What follows belongs to an exercise in optimizing a design on an open flow for small area; a production flow would make more cautious choices.
RTL that was checked went through simulation tests only; none was proved equivalent to the original.
The RTL of run 1 was laid out without a check of its function.
No run shown here takes its clock network from TritonCTS; it comes from the design's own scripts or RTL.
The clock port is modelled as an ideal driver, which makes a skipped or thinned clock tree look cheaper than it is; a real chip needs a root buffer or a tree.
No activity file was given, so power comes from the tool's default toggle rates.

===== flow/design.v =====
module wco_eval (
    input  wire [7:0]  start,           
    input  wire [63:0] bn,              
    input  wire        fvn,             
    input  wire        kind,            
    input  wire        efr,             
    input  wire        eck,             
    input  wire        mask_high,
    input  wire        fault_en,
    output wire        frame_valid,
    output wire        reading_valid,
    output wire [2:0]  err,
    output wire        okind,
    output wire [71:0] frame,
    output wire [15:0] raw,
    output wire        fault
);
    wire fv = ~fvn;
    wire spn  = fvn | kind;
    wire sqn  = fvn | ~kind;
    wire spmn = spn | mask_high;
    wire sqmn = sqn | mask_high;
    wire hi7;
    wco_sel #(.W(13)) u_sel_lo (.spn(spn), .sqn(sqn),
        .pn({bn[36:32], bn[31:24]}), .qn({bn[52:48], bn[47:40]}), .y(raw[12:0]));
    wco_sel #(.W(3)) u_sel_hi (.spn(spmn), .sqn(sqmn),
        .pn(bn[39:37]), .qn(bn[55:53]), .y(raw[15:13]));
    wco_sel #(.W(1)) u_sel_f (.spn(spn), .sqn(sqn),
        .pn(bn[39]), .qn(bn[55]), .y(hi7));
    assign fault = hi7 & fault_en;
    wire in_range;
    wco_range u_range (.count(raw), .in_range(in_range));
    wco_gate #(.W(64)) u_gate (.bn(bn), .fvn(fvn), .y(frame[63:0]));
    assign frame[71:64] = start & {8{fv}};
    assign frame_valid   = fv;
    assign okind         = fv & kind;
    assign reading_valid = fv & in_range;
    assign err           = {~in_range, eck, efr};
endmodule
module wco_sel #(parameter W = 8) (
    input  wire         spn,
    input  wire         sqn,
    input  wire [W-1:0] pn,
    input  wire [W-1:0] qn,
    output wire [W-1:0] y
);
    assign y = ~(({W{spn}} | pn) & ({W{sqn}} | qn));
endmodule
module wco_gate #(parameter W = 8) (
    input  wire [W-1:0] bn,
    input  wire         fvn,
    output wire [W-1:0] y
);
    assign y = ~(bn | {W{fvn}});
endmodule
module wco_range (
    input  wire [15:0] count,
    output wire        in_range
);
    assign in_range = (count <= 16'd5000);
endmodule
module wco_fsync (
    input  wire        clk,
    input  wire        rst_n,             
    input  wire [7:0]  cfg_start,
    input  wire [7:0]  cfg_disc_push,
    input  wire [7:0]  cfg_disc_qa,
    input  wire        cfg_early_disc,
    input  wire        cfg_mask_high,
    input  wire        cfg_fault_en,
    input  wire        rx_valid,
    input  wire [7:0]  rx_byte,
    input  wire        ctl_discard,
    input  wire        ctl_clr,
    input  wire        ctl_acc_push,
    input  wire        ctl_acc_qa,
    output wire        o_frame_valid,
    output wire        o_reading_valid,
    output wire [2:0]  o_err,
    output wire        o_kind,
    output wire [71:0] o_frame,
    output wire [15:0] o_raw,
    output wire        o_fault,
    output wire [3:0]  o_idx
);
    reg [7:0] r_start;
    reg [7:0] bn1, bn2, bn3, bn4, bn5, bn6, bn7;
    reg [7:0] accn;        
    reg       p1, q1;      
    reg [3:0] idx;         
    reg       r_fvn, r_efr, r_eck;  
    reg       r_mask, r_fen;        
    assign o_idx = idx;
    wire b_is_start, b_is_push, b_is_qa;
    wco_eq8 u_eq_start (.a(rx_byte), .b(cfg_start),     .eq(b_is_start));
    wco_eq8 u_eq_push  (.a(rx_byte), .b(cfg_disc_push), .eq(b_is_push));
    wco_eq8 u_eq_qa    (.a(rx_byte), .b(cfg_disc_qa),   .eq(b_is_qa));
    wire feed = !ctl_clr && rx_valid && !ctl_discard;
    wire i0   = (idx == 4'd0);
    wire i1   = (idx[2:0] == 3'd1);   
    wire i8   = idx[3];               
    wire early_rej = cfg_early_disc && !(b_is_push || b_is_qa);
    wire adv = feed && (i0 ? b_is_start : (i1 ? !early_rej : !i8));
    wire [7:0] acc_sum;
    wire       cks_ok;
    wco_acc u_acc (.accn(accn), .b(rx_byte), .init(i1), .sum(acc_sum), .ok(cks_ok));
    wire accepted = (p1 && ctl_acc_push) || (q1 && ctl_acc_qa);
    wire ev = feed && i8;
    always @(posedge clk) begin
        if (rst_n && adv) begin
            bn1 <= bn2; bn2 <= bn3; bn3 <= bn4;
            bn4 <= bn5; bn5 <= bn6; bn6 <= bn7; bn7 <= ~rx_byte;
            accn <= acc_sum;
        end
        if (rst_n && adv && i1) begin
            p1 <= b_is_push;
            q1 <= b_is_qa;
        end
        r_start <= cfg_start;
        r_mask <= cfg_mask_high;
        r_fen  <= cfg_fault_en;
    end
    always @(posedge clk) begin
        if (!rst_n || ctl_clr) idx <= 4'd0;
        else if (adv)          idx <= idx + 4'd1;
        else if (feed)         idx <= 4'd0;
        r_fvn <= !(rst_n && ev && accepted && cks_ok);
        r_efr <= rst_n && feed && ((i1 && early_rej) || (i8 && !accepted));
        r_eck <= rst_n && ev && accepted && !cks_ok;
    end
    wco_eval u_eval (
        .start         (r_start),
        .bn            ({bn1, bn2, bn3, bn4, bn5, bn6, bn7, accn}),
        .fvn           (r_fvn),
        .kind          (q1),      
        .efr           (r_efr),
        .eck           (r_eck),
        .mask_high     (r_mask),
        .fault_en      (r_fen),
        .frame_valid   (o_frame_valid),
        .reading_valid (o_reading_valid),
        .err           (o_err),
        .okind         (o_kind),
        .frame         (o_frame),
        .raw           (o_raw),
        .fault         (o_fault)
    );
endmodule
module wco_eq8 (
    input  wire [7:0] a,
    input  wire [7:0] b,
    output wire       eq
);
    assign eq = (a == b);
endmodule
module wco_acc (
    input  wire [7:0] accn,
    input  wire [7:0] b,
    input  wire       init,
    output wire [7:0] sum,
    output wire       ok
);
    wire [7:0] a = accn | {8{init}};
    wire [8:0] c;
    assign c[0] = 1'b0;
    genvar i;
    generate
        for (i = 0; i < 8; i = i + 1) begin : g_bit
            assign sum[i]   = a[i] ^ b[i] ^ c[i];
            assign c[i + 1] = (a[i] & b[i]) | (c[i] & (a[i] ^ b[i]));
        end
    endgenerate
    assign ok = &sum;
endmodule

===== flow/flow/run.sh =====
#!/bin/bash
# Standard layout (the standard.sh: standard synthesis, floorplan, power grid,
# placement, routing, finish), with these changes:
#  - port buffers use the smallest buffer cell instead of the resizer's pick;
#  - the clock tree is built by flow/cts_tree.tcl (ORFS's PRE_CTS_TCL hook)
#    instead of TritonCTS: 8-9 leaf clock buffers over compact groups of
#    registers and one root buffer driven by the clock port.
# make's full output goes to flow_make.log in the work folder; ORFS keeps each
# step's own log under orfs/logs/.
set -euo pipefail
cd "$(dirname "$0")/.."
export PRE_CTS_TCL="$PWD/flow/cts_tree.tcl"
export CTS_LEAF_CELL=sky130_fd_sc_hd__clkbuf_4
export CTS_ROOT_CELL=sky130_fd_sc_hd__clkbuf_4
export CTS_GROUP_SIZE=10
export BUFFER_PORTS_ARGS="-buffer_cell sky130_fd_sc_hd__buf_1"
bash standard.sh finish > flow_make.log 2>&1

===== flow/flow/cts_tree.tcl =====
# Clock tree built by hand (sourced as ORFS's PRE_CTS_TCL hook, in place of
# TritonCTS, which always makes one leaf buffer per 15 sinks): the register
# clock pins are split into compact groups by k-means on their placed
# locations, each group gets one leaf clock buffer at its centre, and one root
# buffer at the centre of the leaves is the only cell the clock port drives.
# All registers sit two buffers from the port.

set cts_leaf_cell  $::env(CTS_LEAF_CELL)
set cts_root_cell  $::env(CTS_ROOT_CELL)
set cts_group_size $::env(CTS_GROUP_SIZE)

set block [ord::get_db_block]
set clk_net [$block findNet clk]
set sinks {}
foreach it [$clk_net getITerms] {
  if { [$it isInputSignal] || [[$it getMTerm] getSigType] == "CLOCK" || [$it isInput] } {
    set inst [$it getInst]
    set bb [$inst getBBox]
    lappend sinks [list $it [expr {([$bb xMin] + [$bb xMax]) / 2.0}] [expr {([$bb yMin] + [$bb yMax]) / 2.0}]]
  }
}
set n [llength $sinks]
set k [expr {int(ceil(double($n) / $cts_group_size))}]
puts "cts_tree: $n sinks, $k groups"

# k-means, seeded with sinks spread along the sorted x order
set sorted [lsort -real -index 1 $sinks]
set cents {}
for {set i 0} {$i < $k} {incr i} {
  set s [lindex $sorted [expr {int(($i + 0.5) * $n / $k)}]]
  lappend cents [list [lindex $s 1] [lindex $s 2]]
}
for {set iter 0} {$iter < 50} {incr iter} {
  set groups {}
  for {set i 0} {$i < $k} {incr i} { lappend groups {} }
  foreach s $sinks {
    set best -1; set bd 1e30
    for {set i 0} {$i < $k} {incr i} {
      set c [lindex $cents $i]
      set d [expr {abs([lindex $s 1] - [lindex $c 0]) + abs([lindex $s 2] - [lindex $c 1])}]
      if { $d < $bd && [llength [lindex $groups $i]] < $cts_group_size } { set bd $d; set best $i }
    }
    lset groups $best [concat [lindex $groups $best] [list $s]]
  }
  set new {}
  foreach g $groups {
    set sx 0; set sy 0
    foreach s $g { set sx [expr {$sx + [lindex $s 1]}]; set sy [expr {$sy + [lindex $s 2]}] }
    set m [llength $g]
    if { $m == 0 } { lappend new [list 0 0] } else { lappend new [list [expr {$sx / $m}] [expr {$sy / $m}]] }
  }
  set cents $new
}

set dbu [$block getDbUnitsPerMicron]
set lx 0; set ly 0; set nl 0
for {set i 0} {$i < $k} {incr i} {
  set g [lindex $groups $i]
  if { [llength $g] == 0 } { continue }
  set pins {}
  foreach s $g {
    set it [lindex $s 0]
    lappend pins [get_pins [[$it getInst] getName]/[[$it getMTerm] getName]]
  }
  set c [lindex $cents $i]
  set x [expr {[lindex $c 0] / $dbu}]; set y [expr {[lindex $c 1] / $dbu}]
  insert_buffer -buffer_cell $cts_leaf_cell -net clk -load_pins $pins \
    -location [list $x $y] -buffer_name clkleaf_$i -net_name clknet_leaf_$i
  set lx [expr {$lx + $x}]; set ly [expr {$ly + $y}]; incr nl
  puts "cts_tree: group $i: [llength $g] sinks at $x $y"
}
insert_buffer -buffer_cell $cts_root_cell -net clk \
  -location [list [expr {$lx / $nl}] [expr {$ly / $nl}]] -buffer_name clkroot -net_name clknet_root
foreach net [$block getNets] {
  if { [string match clknet_* [$net getName]] } { $net setSigType CLOCK }
}
$clk_net setSigType CLOCK

# TritonCTS is not run; the tree above is the clock tree.
proc clock_tree_synthesis { args } {
  puts "clock_tree_synthesis skipped: tree built by cts_tree.tcl"
  set_propagated_clock [all_clocks]
}

===== flow/standard.sh =====
#!/bin/bash
# synth_recipe.tcl (not shown) runs the flow's synth.tcl, then flattens the netlist and writes it again
# the make line also repeats each setting of config.mk as NAME=value (left out here)
make -C /OpenROAD-flow-scripts/flow DESIGN_CONFIG=/design/flow/config.mk WORK_HOME=/design/flow/orfs CLKGATE_MAP_FILE= SYNTH_SCRIPT=/design/flow/synth_recipe.tcl "${@:-finish}"

===== flow/config.mk =====
export PLATFORM = sky130hd
export DESIGN_NAME = wco_fsync
export DESIGN_NICKNAME = wco_fsync
export VERILOG_FILES = /design/flow/design.v
export SDC_FILE = /design/flow/constraint.sdc
export NUM_CORES = 4
export LEC_CHECK = 0
export CAP_MARGIN = 20
export CORE_MARGIN = 2
export CORE_UTILIZATION = 40
export SLEW_MARGIN = 20
export SYNTH_HIERARCHICAL = 1
export SYNTH_MINIMUM_KEEP_SIZE = 0

===== flow/constraint.sdc =====
create_clock -name core_clock -period 6.0 [get_ports {clk}]
set_input_delay 1.2000 -clock core_clock [delete_from_list [all_inputs] [get_ports {clk}]]
set_output_delay 1.2000 -clock core_clock [all_outputs]
set_load 0.01 [all_outputs]

==> results.txt, run 1 <==
Status:
- The flow ran to the end and the layout has no timing, DRC or antenna violations.

Detailed routing:
- For this run, design rule violations remaining after detail routing come to 0.
- The vias after detailed routing is 2799.
- The number of nets with antenna violations after routing is 0.
- The length of the first detailed-routing pass in iterations is 4.
- The via density per instance is 4.972.
- After detailed routing, the average wire length per cell comes to 15.15 um.
- The routed design has 8530 um of wire.
- The count of routing violations after the opening detailed-route iteration is 96.

Critical path:
- The critical path starts at r_fvn.
- For the worst flop-to-flop path, the logic depth is 18.
- The worst register-to-register path begins at idx[1].
- The endpoint class of the critical path is a primary output.
- The worst setup path is of the reg2out kind.
- The endpoint identified for the worst register-to-register timing path is r_fvn.
- Of all nets on the critical path, the largest fanout is 36.
- The startpoint class of the critical path is a flop.
- For flop-to-flop paths, the worst setup slack is 1700 ps.
- For the worst setup path, the data required time is 4800 ps.
- The timing endpoint of the critical path is o_reading_valid.
- Data on the critical path arrives at its endpoint at 3350 ps.

Global route:
- The total global routing overflow is 0.
- The overall routing resource usage is 0.1587.
- The number of antenna violations at the first check in global routing was 0.
- The largest net degree at the start of global routing is 45.
- The global-route wire length before repair is 13190 um.
- The via count of the first global-routing pass is 2632.

Synthesis:
- The leading register cell type out of synthesis is sky130_fd_sc_hd__edfxtp_1.
- The biggest area contributor in the post-synthesis netlist is sky130_fd_sc_hd__edfxtp_1.
- The share of synthesized registers carrying an async set or reset is 0.
- The synthesized design contains 83 register bits.
- A synthesized cell averages 12.04 um^2.
- The synthesized-area fraction occupied by xor and xnor cells is 0.06045.
- The count of different cell masters after synthesis is 39.
- In this run, synthesis inferred 66 flip-flops with an integrated enable.
- The share of the synthesized area in the top cell type is 0.5261.
- The number of nets handed over by synthesis was 365.
- The compound-gate portion of the synthesized area is 0.04915.
- The post-synthesis cell count is 313.
- After synthesis, the largest family of logic cells by area is simple AND/OR/NAND/NOR gates.
- The proportion of synthesized chip area in sequential cells is 0.6164.
- Yosys printed 7 warnings.
- The cell area that synthesis handed to floorplanning was 3767 um^2.
- Of the total synthesized cell area, the portion taken by full adders, half adders and majority gates is 0.04517.
- Ranked by total cell area, the synthesized netlist is headed by sky130_fd_sc_hd__edfxtp_1 53%, sky130_fd_sc_hd__dfxtp_1 9.0%, sky130_fd_sc_hd__nor2_1 7.4%, sky130_fd_sc_hd__xnor2_1 5.8%, sky130_fd_sc_hd__fa_1 3.2%.
- Of the total synthesized cell area, the portion taken by AND, OR, NAND and NOR gates is 0.1720.
- The portion of synthesized area spent on multiplexers is 0.

Cells and area:
- Leaving out filler cells and counting taps, the final layout contains 563.
- In the final layout, the multi-input gates occupy 1239 um^2.
- The layout-stage area growth over the synthesis result is 16.54%.
- In the layout the commonest cells are 140 x sky130_fd_sc_hd__buf_1, 73 x sky130_fd_sc_hd__nor2_1, 66 x sky130_fd_sc_hd__edfxtp_1.
- The number of nets in the layout is 505.
- Of the cells placed in the final design, the portion with a size suffix greater than 1 is 0.04435.
- Leaving out fill and tap cells, the most frequent cell in the layout is sky130_fd_sc_hd__buf_1.
- The area occupied by registers is 2323 um^2.
- The fill cell instance count of the final layout is 908.

Die:
- For this design the top-level I/O count stands at 141.
- The region available for standard cell placement spans 9196 um^2.
- The vertical die dimension is 101.1 um.
- The initialized floorplan defines 35 standard-cell rows.
- For this configuration, the core starts out at a cell density of 0.4097.
- The floorplan step defined a die boundary enclosing 10210 um^2.
- The die extent in x is 101.1 um.

STA:
- Setup violations remaining at the end of the flow were counted as 0.
- At the pin with the least slew margin, the transition time is 656.2 ps.
- For this run, the top clock speed supported by timing is 0.2195 GHz.
- Setup repair after global routing left no endpoint under its margin.
- The post-route setup TNS is 0 ps.
- The count of final max-slew check failures was 0.
- The final number of hold-violating endpoints was 0.
- The maximum clock skew at final layout is 42.48 ps.
- The final period utilization is 0.7592.
- For the finished layout, the period the worst path requires is 4555 ps.
- The worst-case headroom to the max-slew limit is 0.5615.

Place:
- Once placement completed, the tool counted placed cells totaling 552.
- The wire-length estimate of the detail-placed layout is 6382 um.
- The number of port buffers is 140.
- At the end of routability-driven placement, the weighted congestion stood at 0.8455.

Clock tree:
- After clock tree synthesis, the clock-pin slew on the worst setup and hold paths is 110 ps.
- The clock insertion delay at the later pin of the skew report is 440 ps.
- Buffers inserted to repair hold after CTS numbered 0.
- The number of gates resized after CTS was 0.
- The number of setup buffers added after CTS is 0.

Run:
- Max-cap violations in this run came to 0.

Power and ir drop:
- The highest ir drop seen on vdd is 0.09926 mV.
- The leakage power of the design is 0.001430 uW.
- The total power divided by cell area is 207.8 nW/um^2.

Hold path:
- The cell depth of the worst hold path is 0.
- The type of the most critical hold path is reg2reg.
layout make-up, clock buffers not listed:
class | count | area share
inverter | 19 | 0.01624
timing repair buffer | 142 | 0.1231
tap | 111 | 0.03163
sequential | 83 | 0.5292
multi-input combinational | 197 | 0.2821
antenna | 1 | 0.0005700
flip-flops by register name (all words and copies together), names as in the netlist:
register  count
bn6           8
r_efr         1
r_start       8
r_mask        1
bn7           8
bn5           8
p1            1
bn4           8
bn2           8
r_eck         1
q1            1
idx           4
r_fvn         1
bn3           8
accn          8
r_fen         1
bn1           8
Yosys cell counts, types with 2 or more instances:
master and instances:
sky130_fd_sc_hd__nor4b_1 2, sky130_fd_sc_hd__o21ai_0 2, sky130_fd_sc_hd__nand4_1 10, sky130_fd_sc_hd__xnor2_1 25
sky130_fd_sc_hd__nand3_1 4, sky130_fd_sc_hd__a21oi_1 3, sky130_fd_sc_hd__inv_2 2, sky130_fd_sc_hd__fa_1 6
sky130_fd_sc_hd__buf_6 10, sky130_fd_sc_hd__o22ai_1 17, sky130_fd_sc_hd__or2_1 6, sky130_fd_sc_hd__nor3_1 3
sky130_fd_sc_hd__inv_1 17, sky130_fd_sc_hd__and2_1 2, sky130_fd_sc_hd__nand2b_1 3, sky130_fd_sc_hd__edfxtp_1 66
sky130_fd_sc_hd__dfxtp_1 17, sky130_fd_sc_hd__nor2_1 74, sky130_fd_sc_hd__buf_4 4, sky130_fd_sc_hd__nand2_1 6
sky130_fd_sc_hd__or4_1 2, sky130_fd_sc_hd__nand3b_1 2, sky130_fd_sc_hd__ha_1 4, sky130_fd_sc_hd__nor2b_1 11
through the flow:
stage          total power [uW]  utilization  hold WS [ps]  area, um^2  setup slack, ps
3_3_place_gp              680.3       0.4690         435.4        4313             1445
5_1_grt                   954.7       0.4771         462.5        4388             1187
4_1_cts                   924.9       0.4771         440.2        4388             1396
2_1_floorplan             658.3            -         427.5        3767            993.0
3_5_place_dp              681.9       0.4690         435.5        4313             1337
6_report                  912.4       0.4774         443.6        4390             1445
where the power goes:
part	leakage (uW)	internal (uW)	total, uW	switching [uW]
Combinational	0.000646	23.4	49.3	25.9
Clock	0.0000460	77.3	245	167
Sequential	0.000738	618	618	0.790
Total	0.00143	718	912	194
critical path, cell delays in order, from the launching register on:
cell and delay, ps:
sky130_fd_sc_hd__dfxtp_2 710, sky130_fd_sc_hd__nand2b_1 520, sky130_fd_sc_hd__o22ai_1 250, sky130_fd_sc_hd__or4_1 560
sky130_fd_sc_hd__o2bb2ai_1 160, sky130_fd_sc_hd__a2111oi_2 410, sky130_fd_sc_hd__nor2b_1 170, sky130_fd_sc_hd__buf_1 160
Yosys stat by module, one instance, submodules excluded, excerpt:
module | flops+latches | cells inside | cell area [um^2] | times used
wco_fsync | 83 | 136 | 2633 | 1
wco_acc | 0 | 25 | 234.0 | 1
wco_eval | 0 | 20 | 130.1 | 1
wco_eq8 | 0 | 11 | 86.33 | 3
wco_range | 0 | 9 | 67.56 | 1
metal layers:
metal	global-route usage	vias to the layer above	wire (um)
met5	0	-	0
met4	0.03119	0	150
met3	0.02635	15	662
met2	0.2583	122	3945
met1	0.2257	1308	3772
li1	-	1354	-
cell families after synthesis:
| group | after synthesis |
|---|---|
| AO/OA/AOI/OAI | 28 |
| XOR/XNOR | 26 |
| adder cells (fa/ha/maj) | 10 |
| buffers and inverters | 33 |
| flip-flops | 83 |
| AND/OR/NAND/NOR | 133 |
worst min-delay path by stage:
| stage | from | endpoint | slack, ps |
|---|---|---|---|
| global route | bn6[1] | bn5[1] | 460 |
| floorplan | bn6[0] | bn5[0] | 430 |
| detailed placement | bn6[1] | bn5[1] | 440 |
| global placement | bn7[6] | bn6[6] | 440 |
| CTS | bn6[1] | bn5[1] | 440 |
| finish | bn6[2] | bn5[2] | 440 |
==> run 2, diff against run 1 <==
--- a/flow/design.v
+++ b/flow/design.v
@@ -95,24 +95,27 @@
     wco_eq8 u_eq_start (.a(rx_byte), .b(cfg_start),     .eq(b_is_start));
     wco_eq8 u_eq_push  (.a(rx_byte), .b(cfg_disc_push), .eq(b_is_push));
     wco_eq8 u_eq_qa    (.a(rx_byte), .b(cfg_disc_qa),   .eq(b_is_qa));
-    wire feed = !ctl_clr && rx_valid && !ctl_discard;
-    wire i0   = (idx == 4'd0);
-    wire i1   = (idx[2:0] == 3'd1);   
-    wire i8   = idx[3];               
-    wire early_rej = cfg_early_disc && !(b_is_push || b_is_qa);
-    wire adv = feed && (i0 ? b_is_start : (i1 ? !early_rej : !i8));
     wire [7:0] acc_sum;
     wire       cks_ok;
+    wire       adv, i1, pq_en;
+    wire [3:0] idx_next;
+    wire       fvn_next, efr_next, eck_next;
+    wco_ctl u_ctl (
+        .idx(idx), .rst_n(rst_n), .clr(ctl_clr), .valid(rx_valid), .discard(ctl_discard),
+        .b_is_start(b_is_start), .b_is_push(b_is_push), .b_is_qa(b_is_qa),
+        .early_disc(cfg_early_disc), .acc_push(ctl_acc_push), .acc_qa(ctl_acc_qa),
+        .p1(p1), .q1(q1), .cks_ok(cks_ok),
+        .adv(adv), .i1(i1), .pq_en(pq_en), .idx_next(idx_next),
+        .fvn_next(fvn_next), .efr_next(efr_next), .eck_next(eck_next)
+    );
     wco_acc u_acc (.accn(accn), .b(rx_byte), .init(i1), .sum(acc_sum), .ok(cks_ok));
-    wire accepted = (p1 && ctl_acc_push) || (q1 && ctl_acc_qa);
-    wire ev = feed && i8;
     always @(posedge clk) begin
-        if (rst_n && adv) begin
+        if (adv) begin
             bn1 <= bn2; bn2 <= bn3; bn3 <= bn4;
             bn4 <= bn5; bn5 <= bn6; bn6 <= bn7; bn7 <= ~rx_byte;
             accn <= acc_sum;
         end
-        if (rst_n && adv && i1) begin
+        if (pq_en) begin
             p1 <= b_is_push;
             q1 <= b_is_qa;
         end
@@ -121,12 +124,10 @@
         r_fen  <= cfg_fault_en;
     end
     always @(posedge clk) begin
-        if (!rst_n || ctl_clr) idx <= 4'd0;
-        else if (adv)          idx <= idx + 4'd1;
-        else if (feed)         idx <= 4'd0;
-        r_fvn <= !(rst_n && ev && accepted && cks_ok);
-        r_efr <= rst_n && feed && ((i1 && early_rej) || (i8 && !accepted));
-        r_eck <= rst_n && ev && accepted && !cks_ok;
+        idx   <= idx_next;
+        r_fvn <= fvn_next;
+        r_efr <= efr_next;
+        r_eck <= eck_next;
     end
     wco_eval u_eval (
         .start         (r_start),
@@ -146,6 +147,46 @@
         .fault         (o_fault)
     );
 endmodule
+module wco_ctl (
+    input  wire [3:0] idx,
+    input  wire       rst_n,
+    input  wire       clr,
+    input  wire       valid,
+    input  wire       discard,
+    input  wire       b_is_start,
+    input  wire       b_is_push,
+    input  wire       b_is_qa,
+    input  wire       early_disc,
+    input  wire       acc_push,
+    input  wire       acc_qa,
+    input  wire       p1,
+    input  wire       q1,
+    input  wire       cks_ok,
+    output wire       adv,         
+    output wire       i1,
+    output wire       pq_en,       
+    output wire [3:0] idx_next,
+    output wire       fvn_next,
+    output wire       efr_next,
+    output wire       eck_next
+);
+    wire feed = valid & ~discard & ~clr;
+    wire i0   = ~(idx[3] | idx[2] | idx[1] | idx[0]);
+    assign i1 = ~idx[2] & ~idx[1] & idx[0];    
+    wire i8   = idx[3];                        
+    wire rej  = early_disc & ~(b_is_push | b_is_qa);
+    wire go   = rst_n & feed;
+    assign adv   = go & (i0 ? b_is_start : (i1 ? ~rej : ~i8));
+    assign pq_en = adv & i1;
+    wire keep = rst_n & ~clr & (adv | ~feed);
+    wire [3:0] step = {adv & idx[2] & idx[1] & idx[0], adv & idx[1] & idx[0], adv & idx[0], adv};
+    assign idx_next = {4{keep}} & (idx ^ step);
+    wire accepted = (p1 & acc_push) | (q1 & acc_qa);
+    wire ev = go & i8;
+    assign fvn_next = ~(ev & accepted & cks_ok);
+    assign efr_next = go & ((i1 & rej) | (i8 & ~accepted));
+    assign eck_next = ev & accepted & ~cks_ok;
+endmodule
 module wco_eq8 (
     input  wire [7:0] a,
     input  wire [7:0] b,
==> flow/flow/run.sh (replaced) <==
#!/bin/bash
# Standard layout (the standard.sh: standard synthesis, floorplan, power grid,
# placement, routing, finish), with these changes:
#  - port buffers use the smallest buffer cell instead of the resizer's pick;
#  - combinational gates go back to their smallest size after floorplan
#    (flow/downsize.tcl, ORFS POST_FLOORPLAN_TCL hook), before placement repair;
#  - the clock tree is built by flow/cts_tree.tcl (ORFS's PRE_CTS_TCL hook)
#    instead of TritonCTS: leaf clock buffers (upsized where the estimated slew is high) over groups of
#    registers and one root buffer driven by the clock port.
# make's full output goes to flow_make.log in the work folder; ORFS keeps each
# step's own log under orfs/logs/.
set -euo pipefail
cd "$(dirname "$0")/.."
export PRE_CTS_TCL="$PWD/flow/cts_tree.tcl"
export POST_FLOORPLAN_TCL="$PWD/flow/downsize.tcl"
export CTS_LEAF_CELL=sky130_fd_sc_hd__clkbuf_4
export CTS_ROOT_CELL=sky130_fd_sc_hd__clkbuf_4
export CTS_GROUP_SIZE=12
export CTS_UPSIZE_SLEW=0.095
export CTS_UPSIZE_CELLS="sky130_fd_sc_hd__clkbuf_8 sky130_fd_sc_hd__clkbuf_16"
export BUFFER_PORTS_ARGS="-buffer_cell sky130_fd_sc_hd__buf_1"
bash standard.sh finish > flow_make.log 2>&1
--- a/flow/flow/cts_tree.tcl
+++ b/flow/flow/cts_tree.tcl
@@ -38,7 +38,7 @@
     for {set i 0} {$i < $k} {incr i} {
       set c [lindex $cents $i]
       set d [expr {abs([lindex $s 1] - [lindex $c 0]) + abs([lindex $s 2] - [lindex $c 1])}]
-      if { $d < $bd && [llength [lindex $groups $i]] < $cts_group_size } { set bd $d; set best $i }
+      if { $d < $bd } { set bd $d; set best $i }
     }
     lset groups $best [concat [lindex $groups $best] [list $s]]
   }
@@ -76,6 +76,24 @@
 }
 $clk_net setSigType CLOCK
 
+# Upsize the leaf buffers whose registers would see a slow clock edge, one
+# step up the ladder at a time, until the estimated slew is low enough.
+set_propagated_clock [all_clocks]
+foreach b [get_cells clkleaf_*] {
+  foreach up $::env(CTS_UPSIZE_CELLS) {
+    estimate_parasitics -placement
+    set worst 0
+    foreach p [get_pins -of_objects [get_nets -of_objects [get_pins [get_name $b]/X]] -filter "direction == input"] {
+      set s [get_property $p slew_max]
+      if { $s > $worst } { set worst $s }
+    }
+    puts "cts_tree: [get_name $b] ([get_property $b ref_name]) worst sink slew $worst"
+    if { $worst <= $::env(CTS_UPSIZE_SLEW) } { break }
+    replace_cell $b $up
+    puts "cts_tree: [get_name $b] upsized to $up"
+  }
+}
+
 # TritonCTS is not run; the tree above is the clock tree.
 proc clock_tree_synthesis { args } {
   puts "clock_tree_synthesis skipped: tree built by cts_tree.tcl"
==> flow/flow/downsize.tcl (new file) <==
# ORFS POST_FLOORPLAN_TCL hook: Yosys/ABC maps with a delay target far below
# the clock period and upsizes many gates. Put every combinational gate back
# to its smallest drive strength here; placement's repair_design then sizes
# and buffers whatever needs it for slew, capacitance and fanout, and the
# later timing repair fixes any setup path.
set n 0
foreach inst [[ord::get_db_block] getInsts] {
  set m [[$inst getMaster] getName]
  if { ![regexp {^sky130_fd_sc_hd__([a-z0-9]+)_([0-9]+)$} $m -> fn sz] } { continue }
  if { $sz <= 1 } { continue }
  if { [regexp {^(df|edf|sdf|sedf|dl|clk|tap|fill|decap|conb|lpflow|probe|diode|ebuf|einv)} $fn] } { continue }
  foreach s {1 0} {
    set cand sky130_fd_sc_hd__${fn}_$s
    set lc [get_lib_cells -quiet */$cand]
    if { $lc != "" && ![get_property $lc dont_use] } {
      replace_cell [get_cells [$inst getName]] $cand
      incr n
      break
    }
  }
}
puts "downsize: $n gates set to their smallest size"
--- a/flow/config.mk
+++ b/flow/config.mk
@@ -7,7 +7,8 @@
 export LEC_CHECK = 0
 export CAP_MARGIN = 20
 export CORE_MARGIN = 2
-export CORE_UTILIZATION = 40
+export CORE_UTILIZATION = 80
+export PLACE_DENSITY = 0.92
 export SLEW_MARGIN = 20
 export SYNTH_HIERARCHICAL = 1
 export SYNTH_MINIMUM_KEEP_SIZE = 0
==> results.txt, run 2 <==
Detailed routing:
- The routed design has 13360 um of wire.
- The via density per instance is 7.178.
- The count of routing violations after the opening detailed-route iteration is 666.
- After detailed routing, the number of remaining DRC violations is 0.
- The vias after detailed routing is 3517.
- The first TritonRoute pass finished after 6 iterations.
- The count of nets left with antenna violations once routing finished came out at 0.
- The wire length per cell is 27.26 um.

Critical path:
- In this run the worst path has a maximum fanout of 38.
- The startpoint class of the critical path is a flop.
- The kind of critical path is reg2out.
- Data on the critical path is required at its endpoint by 4800 ps.
- At the worst endpoint, the arrival time is 4010 ps.
- STA classifies the critical path endpoint as a primary output.

STA:
- The final period utilization is 0.8687.
- The worst pin sits at a relative slew slack of 0.4789.
- Clock skew on the completed layout was measured at 35.38 ps.
- Setup repair after global routing left no endpoint under its margin.
- The final number of hold-violating endpoints is 0.
- Setup violations remaining at the end of the flow were counted as 0.
- The count of final max-slew check failures was 0.
- The highest achievable clock rate is 0.1919 GHz.
- At the pin with the least slew margin, the transition time is 781.6 ps.
- Hold is met by 467.5 ps.
- The routed design could run at a clock period as short as 5212 ps.
- The post-route setup TNS is 0 ps.

Cells and area:
- The most common cell after layout, fill and taps aside is sky130_fd_sc_hd__buf_1.
- The share of cells above drive strength 1 is 0.02968.
- 0 antenna diodes ended up in the layout.
- At the end of the flow the core is filled with cells to 0.9657.
- The layout-stage area growth over the synthesis result is 14.68%.
- In the layout the commonest cells are 140 x sky130_fd_sc_hd__buf_1, 76 x sky130_fd_sc_hd__nor2_1, 66 x sky130_fd_sc_hd__edfxtp_1.
- For this run, the post-layout net count is 490.

Hold path:
- The worst hold path belongs to the class reg2reg.

Die:
- In this run the standard cell core region covers 4414 um^2.
- From left edge to right edge, the die measures 72.17 um.
- 141 I/O pins were placed.
- The die is 72.17 um tall.
- The initial cell density of the core is 0.8421.
- The floorplan row count is 24.
- The floorplan step defined a die boundary enclosing 5208 um^2.

Synthesis:
- Yosys printed 7 warnings.
- Counting flops with an async set or reset pin after synthesis yields a share of 0.
- Synthesis handed over a netlist of 301 instances.
- The biggest area contributor in the post-synthesis netlist is sky130_fd_sc_hd__edfxtp_1.
- The leading register cell type out of synthesis is sky130_fd_sc_hd__edfxtp_1.
- By area the synthesized netlist is led by sky130_fd_sc_hd__edfxtp_1 53%, sky130_fd_sc_hd__dfxtp_1 9.2%, sky130_fd_sc_hd__nor2_1 7.6%, sky130_fd_sc_hd__xnor2_1 6.1%, sky130_fd_sc_hd__fa_1 3.2%.
- The netlist uses 39 different library cells.
- The number of flops mapped to enable cells by yosys is 66.
- The proportion of synthesized chip area in sequential cells is 0.6247.
- The average instance in the mapped netlist occupies 12.35 um^2.
- The number of nets in the synthesized netlist is 351.
- By count the netlist is led by 75 x sky130_fd_sc_hd__nor2_1, 66 x sky130_fd_sc_hd__edfxtp_1, 26 x sky130_fd_sc_hd__xnor2_1, 17 x sky130_fd_sc_hd__dfxtp_1, 17 x sky130_fd_sc_hd__o22ai_1.
- The most common cell in the synthesized netlist is sky130_fd_sc_hd__nor2_1.
- Of the post-synthesis cell area, the dominant cell type holds 0.5332.
- In this run, synthesis produced a sequential element count of 83.
- The post-synthesis instance area is 3717 um^2.

Run:
- The number of max-capacitance violations reported is 0.

Status:
- The flow ran to the end and the layout has no timing, DRC or antenna violations.

Global route:
- The largest net degree at the start of global routing is 63.
- The via count of the first global-routing pass was 3501.
- For this run, the total global-route usage over all layers was measured as 0.5325.
- The first global-routing pass estimated 20040 um of wire.
- Summed over all layers, the global routing overflow is 0.
- The number of antenna violations at the first check in global routing is 0.

Clock tree:
- Clock-pin slew was measured on the worst setup and hold paths at 90 ps.
- Post-CTS repair changed the size of 0 cells.
- Buffers inserted to repair hold after CTS numbered 0.
- The number of setup buffers added after CTS is 0.
- The clock insertion delay at the later pin of the skew report is 490 ps.

Place:
- The HPWL after detailed placement is 7511 um.
- The final weighted congestion in routability-driven placement is 0.9415.
- The number of port buffers is 140.

Power and ir drop:
- The sum of internal, switching and leakage power is 973.4 uW.
- VDD sags by at most 0.2269 mV.
- In this run the static leakage power is 0.001419 uW.
- The total power divided by cell area is 228.4 nW/um^2.
run 2: changes by cell type after synthesis, sizes merged, moves of 3 or more:
cell | before | now
nand2 | 6 | 1
inv | 19 | 16
nand3 | 4 | 1
nor3 | 3 | 6
run 2: cell families after synthesis:
kind of cell             count (synthesis)  synth area share
AND/OR/NAND/NOR                        128            0.1733
flip-flops                              83            0.6247
buffers and inverters                   29           0.05251
XOR/XNOR                                27           0.06362
AO/OA/AOI/OAI                           26           0.04678
adder cells (fa/ha/maj)                  8           0.03904
run 2: critical path, stage by stage (launching register included):
cell and delay, ps:
sky130_fd_sc_hd__dfxtp_2 800, sky130_fd_sc_hd__nand2b_1 630, sky130_fd_sc_hd__o22ai_1 300, sky130_fd_sc_hd__or4_1 560, sky130_fd_sc_hd__o2bb2ai_1 180, sky130_fd_sc_hd__a2111oi_1 660, sky130_fd_sc_hd__nor2b_1 240, sky130_fd_sc_hd__buf_1 170
run 2: metrics by stage:
step	setup slack, ps	cells	area (um^2)
floorplan	738.3	301	3722
global placement	1467	482	4160
detailed placement	1155	482	4160
CTS	1091	490	4258
global route	817.3	490	4263
finish	788.0	490	4263
run 2: per-layer routing:
metal  share of wire  track usage  vias up
met3            0.15       0.2236      159
met1            0.27       0.5561     1538
li1                -            -     1309
met2            0.46       0.8542      511
met5               0            0        -
met4            0.11       0.3983        0
run 2: modules after synthesis, one instance, submodules excluded, a selection:
module     flip-flops and latches  area (um^2)  times used  cells inside
wco_acc                         0        234.0           1            24
wco_ctl                         0        230.2           1            34
wco_fsync                      83         2352           1            91
wco_eq8                         0        86.33           3            11
wco_eval                        0        130.1           1            20
wco_range                       0        67.56           1             9
run 2: final cells by class, clock buffers not listed:
cell class / instances / area, um^2
fillers: 81 / 151.4
inverters: 16 / 60.06
well taps: 52 / 65.06
multi-input cells: 189 / 1176
flip-flops and latches: 83 / 2323
repair buffers: 142 / 540.5
run 2: power by group:
| part | internal [uW] | switching, uW |
|---|---|---|
| Clock | 104 | 191 |
| Combinational | 24.1 | 34.6 |
| Sequential | 618 | 1.64 |
| Total | 746 | 227 |
run 2: final timing paths:
| path | startpoint | end | slack, ps | cells past startpoint |
|---|---|---|---|---|
| max | r_fvn | o_reading_valid | 790 | 7 |
| min | bn6[4] | bn5[4] | 470 | 0 |
| max reg2reg | idx[2] | r_fvn | 1350 | 15 |
| min reg2reg | bn6[4] | bn5[4] | 470 | 0 |
==> run 3, diff against run 2 <==
--- a/flow/config.mk
+++ b/flow/config.mk
@@ -7,8 +7,8 @@
 export LEC_CHECK = 0
 export CAP_MARGIN = 20
 export CORE_MARGIN = 2
-export CORE_UTILIZATION = 80
-export PLACE_DENSITY = 0.92
+export CORE_UTILIZATION = 65
+export PLACE_DENSITY = 0.85
 export SLEW_MARGIN = 20
 export SYNTH_HIERARCHICAL = 1
 export SYNTH_MINIMUM_KEEP_SIZE = 0
==> results.txt, run 3 <==
STA:
- The maximum clock skew at final layout is 10.08 ps.
- The slew at the pin closest to its max-slew limit is 1024 ps.
- For the final routed database, the setup TNS stands at 0 ps.
- The count of final max-slew check failures is 0.
- Across all setup checks in the final design, the least slack found is 1433 ps.
- The final number of hold-violating endpoints came to 0.
- Based on the critical path, the design can be clocked at up to 0.2189 GHz.
- The setup-violating endpoint count in the final report is 0.
- The worst path needs 4567 ps of the cycle, external delays included.
- The worst-case headroom to the max-slew limit is 0.3159.
- In the finished design, the share of the clock period the worst path needs comes to 0.7612.
- Setup repair after global routing left no endpoint under its margin.

Global route:
- The number of antenna violations at the first check in global routing was 0.
- The largest net degree at the start of global routing is 65.
- The via count of the first global-routing pass is 2575.
- The global-route wire length before repair is 12340 um.
- The total global routing overflow is 0.
- In the global route stage, overall resource usage came out at 0.2460.

Synthesis:
- The count of different cell masters after synthesis is 39.
- The proportion of synthesized chip area in sequential cells is 0.6247.
- The share of synthesized registers carrying an async set or reset is 0.
- Counting flops and latches in the post-synthesis netlist gives 83.
- Among all cell types in the netlist, the one instantiated most often is sky130_fd_sc_hd__nor2_1.
- In the synthesized netlist the dominant register cell turns out to be sky130_fd_sc_hd__edfxtp_1.
- sky130_fd_sc_hd__edfxtp_1 takes more of the synthesized area than any other cell.
- The average cell area after synthesis is 12.35 um^2.
- Synthesis produced a netlist whose cell count is 301.
- By area the synthesized netlist is led by sky130_fd_sc_hd__edfxtp_1 53%, sky130_fd_sc_hd__dfxtp_1 9.2%, sky130_fd_sc_hd__nor2_1 7.6%, sky130_fd_sc_hd__xnor2_1 6.1%, sky130_fd_sc_hd__fa_1 3.2%.
- When the netlist entered floorplanning its net count stood at 351.
- The number of flops mapped to enable cells by yosys is 66.
- The share of the synthesized area in the top cell type is 0.5332.
- By count the netlist is led by 75 x sky130_fd_sc_hd__nor2_1, 66 x sky130_fd_sc_hd__edfxtp_1, 26 x sky130_fd_sc_hd__xnor2_1, 17 x sky130_fd_sc_hd__dfxtp_1, 17 x sky130_fd_sc_hd__o22ai_1.
- Yosys printed 7 warnings.
- The post-synthesis instance area is 3717 um^2.

Hold path:
- The path class of the tightest hold or removal check is reg2reg.
- Counting instances, the worst hold path has a depth of 0.
- The path with the worst hold slack has its endpoint at bn5[6].
- The startpoint identified for the worst hold timing path is bn6[6].

Clock tree:
- Hold repair after CTS inserted 0 buffers.
- Post-CTS timing repair inserted 0 buffers for setup.
- Clock latency on the worst-skew pair, taken at its later pin, is 420 ps.
- After clock tree synthesis, the repair step resized 0 gates.
- After clock tree synthesis, the clock-pin slew on the worst setup and hold paths is 70 ps.

Die:
- The floorplan has 27 rows.
- The initial utilization of the core area, before any placement, comes to 0.6751.
- The die covers 6340 um^2.
- The core region is 5507 um^2.
- The number of top-level pins is 141.
- The die extent in x is 79.63 um.
- In this run the vertical extent of the chip is 79.63 um.

Cells and area:
- The area growth from synthesis to layout is 15.38%.
- Leaving out fill and tap cells, the most frequent cells in the layout are 140 x sky130_fd_sc_hd__buf_1, 76 x sky130_fd_sc_hd__nor2_1, 66 x sky130_fd_sc_hd__edfxtp_1.
- The fill cell instance count of the final layout is 373.
- In the final layout, the share of cells above drive strength 1 is 0.02740.
- After the last flow step, the layout net total stands at 490.
- Leaving out fill and tap cells, the most frequent cell in the layout is sky130_fd_sc_hd__buf_1.
- The count of inserted antenna diode cells is 0.

Detailed routing:
- After detailed routing, the number of vias per cell comes to 5.527.
- The length of the first detailed-routing pass in iterations is 5.
- The detail route stage leaves a number of antenna-violating nets equal to 0.
- The wire length per cell is 15.62 um.
- The count of routing violations after the opening detailed-route iteration is 262.
- Summed over all layers, the routed wires come to 7967 um.
- For this run, design rule violations remaining after detail routing come to 0.
- Summing over every cut layer, the via total after detailed routing is 2819.

Critical path:
- For flop-to-flop paths, the worst setup slack is 1800 ps.
- The depth of the worst register-to-register path is 15.
- The category of cells accounting for the largest share of critical-path delay is simple AND/OR/NAND/NOR gates.
- Traced cell by cell, the critical path runs through or2_1 > o22ai_1 > or4_1 > o2bb2ai_1 > a2111oi_1 > nor2b_1 > buf_1.
- The startpoint of the lowest-slack register-to-register path is idx[2].
- STA classifies the critical path endpoint as a primary output.
- The arrival time reported for the critical path endpoint is 3370 ps.
- STA classifies the critical path startpoint as a flop.
- STA puts the critical path data required time at 4800 ps.
- Together, buffers and inverters on the worst path number 1.
- In this run the worst path has a maximum fanout of 36.
- The critical register-to-register path endpoint is r_fvn.
- The most critical setup path has its startpoint at r_fvn.
- The kind of critical path is reg2out.
- The delay of the slowest cell on the worst path is 700 ps.
- The cell with the largest stage delay on the worst path is sky130_fd_sc_hd__dfxtp_2.

Place:
- The post-placement worst setup slack is 1260 ps.
- The final weighted congestion in routability-driven placement is 0.8991.
- The post-detailed-placement half-perimeter wirelength is 5700 um.
- Input and output buffers added on the ports amount to 140.

Power and ir drop:
- Power spread over the standard cell area amounts to 219.4 nW/um^2.
- IR analysis of the VDD net gives a maximum drop of 0.1537 mV.
- The sum of internal, switching and leakage power is 940.9 uW.
- The leakage power of the design is 0.001417 uW.

Status:
- The flow ran to the end and the layout has no timing, DRC or antenna violations.

Run:
- Max-cap violations in this run came to 0.
## run 3: stage by stage
stage	instances	hold slack (ps)	utilization	instance area, um^2
final	510	448.3	0.7789	4289
after global routing	510	458.4	0.7789	4289
after CTS	510	453.5	0.7789	4289
after detailed placement	502	434.9	0.7601	4185
after global placement	502	432.6	0.7601	4185
after floorplan	301	427.5	-	3722
## run 3: routing by layer
layer,global-route usage,part of all wire,vias to the layer above
met4,0.05345,0.018,0
met5,0,0,-
met3,0.02036,0.080,20
met1,0.3381,0.40,1322
met2,0.4319,0.50,169
li1,-,-,1308
## run 3: area by class of cell, clock buffers not listed
cell class / instances / area, um^2 / area share
tap: 72 / 90.09 / 0.02100
multi-input combinational: 189 / 1171 / 0.2730
inverter: 16 / 60.06 / 0.01400
timing repair buffer: 142 / 540.5 / 0.1260
sequential: 83 / 2323 / 0.5417
## run 3: modules after synthesis (local to each module, per instance), a selection
module     flops+latches  times used
wco_fsync             83           1
wco_range              0           1
wco_eval               0           1
wco_ctl                0           1
wco_eq8                0           3
wco_acc                0           1
## run 3: logic make-up after synthesis
family | synth area share
AO/OA/AOI/OAI | 0.04678
XOR/XNOR | 0.06362
adder cells (fa/ha/maj) | 0.03904
buffers and inverters | 0.05251
flip-flops | 0.6247
AND/OR/NAND/NOR | 0.1733
## run 3: how the worst max path moves through the flow
| stage | endpoint | cells after the start |
|---|---|---|
| after floorplan | idx[0] | 9 |
| after global placement | r_fvn | 14 |
| after detailed placement | r_fvn | 14 |
| after CTS | o_reading_valid | 7 |
| after global routing | o_reading_valid | 7 |
| final | o_reading_valid | 7 |
## run 3: where the power goes
group	internal (uW)	switching [uW]	total [uW]
sequential	618	0.882	619
clock	111	163	274
combinational	23.2	25.1	48.3
total	752	189	941
## run 3: worst reg2reg max path: stages (launching register included)
cell                      delay (ps)
sky130_fd_sc_hd__dfxtp_1         440
sky130_fd_sc_hd__nor3b_1         200
sky130_fd_sc_hd__or2_1           260
sky130_fd_sc_hd__ha_1            190
sky130_fd_sc_hd__fa_1            390
sky130_fd_sc_hd__fa_1            410
sky130_fd_sc_hd__fa_1            390
sky130_fd_sc_hd__fa_1            380
sky130_fd_sc_hd__inv_1            90
sky130_fd_sc_hd__fa_1            160
sky130_fd_sc_hd__inv_1            50
sky130_fd_sc_hd__fa_1            380
sky130_fd_sc_hd__xor2_1          190
sky130_fd_sc_hd__xnor2_1         200
sky130_fd_sc_hd__and3_1          220
sky130_fd_sc_hd__nand4_1         110

-- port drivers added, routing unchanged --
In the flow no input, the clock included, has a driving cell. The finished layouts below were timed again as built, in two steps.
Step 1 sets driving cells, clkbuf_16 on the clock port and buf_2 on the other inputs (assumed; they add their load-dependent delay and slew).
Step 2 adds t to the input delays and takes it off the output delays; t is the mean of the earliest and latest rising clock arrival at the registers after step 1. Input paths then give back, and output paths get back, about the clock's delay inside the block.
Three values: no drivers, after step 1, after step 2; two values: the first two.
run | t, ns | slack for setup (ns) | hold WS [ns] | worst data-port slew with drivers (ns) | pins driven straight from the clock port
run 1 | 0.454 | 1.445 / 1.412 / 1.367 | 0.444 / 0.444 / 0.444 | 0.04 | 1
run 2 | 0.503 | 0.788 / 0.756 / 0.805 | 0.468 / 0.468 / 0.468 | 0.05 | 1
run 3 | 0.447 | 1.433 / 1.401 / 1.248 | 0.448 / 0.448 / 0.448 | 0.03 | 1
After both steps every run listed still meets setup and hold. The setup slack of run 3, which loses most, moves by -0.032 ns with the drivers and by -0.185 ns with both steps.
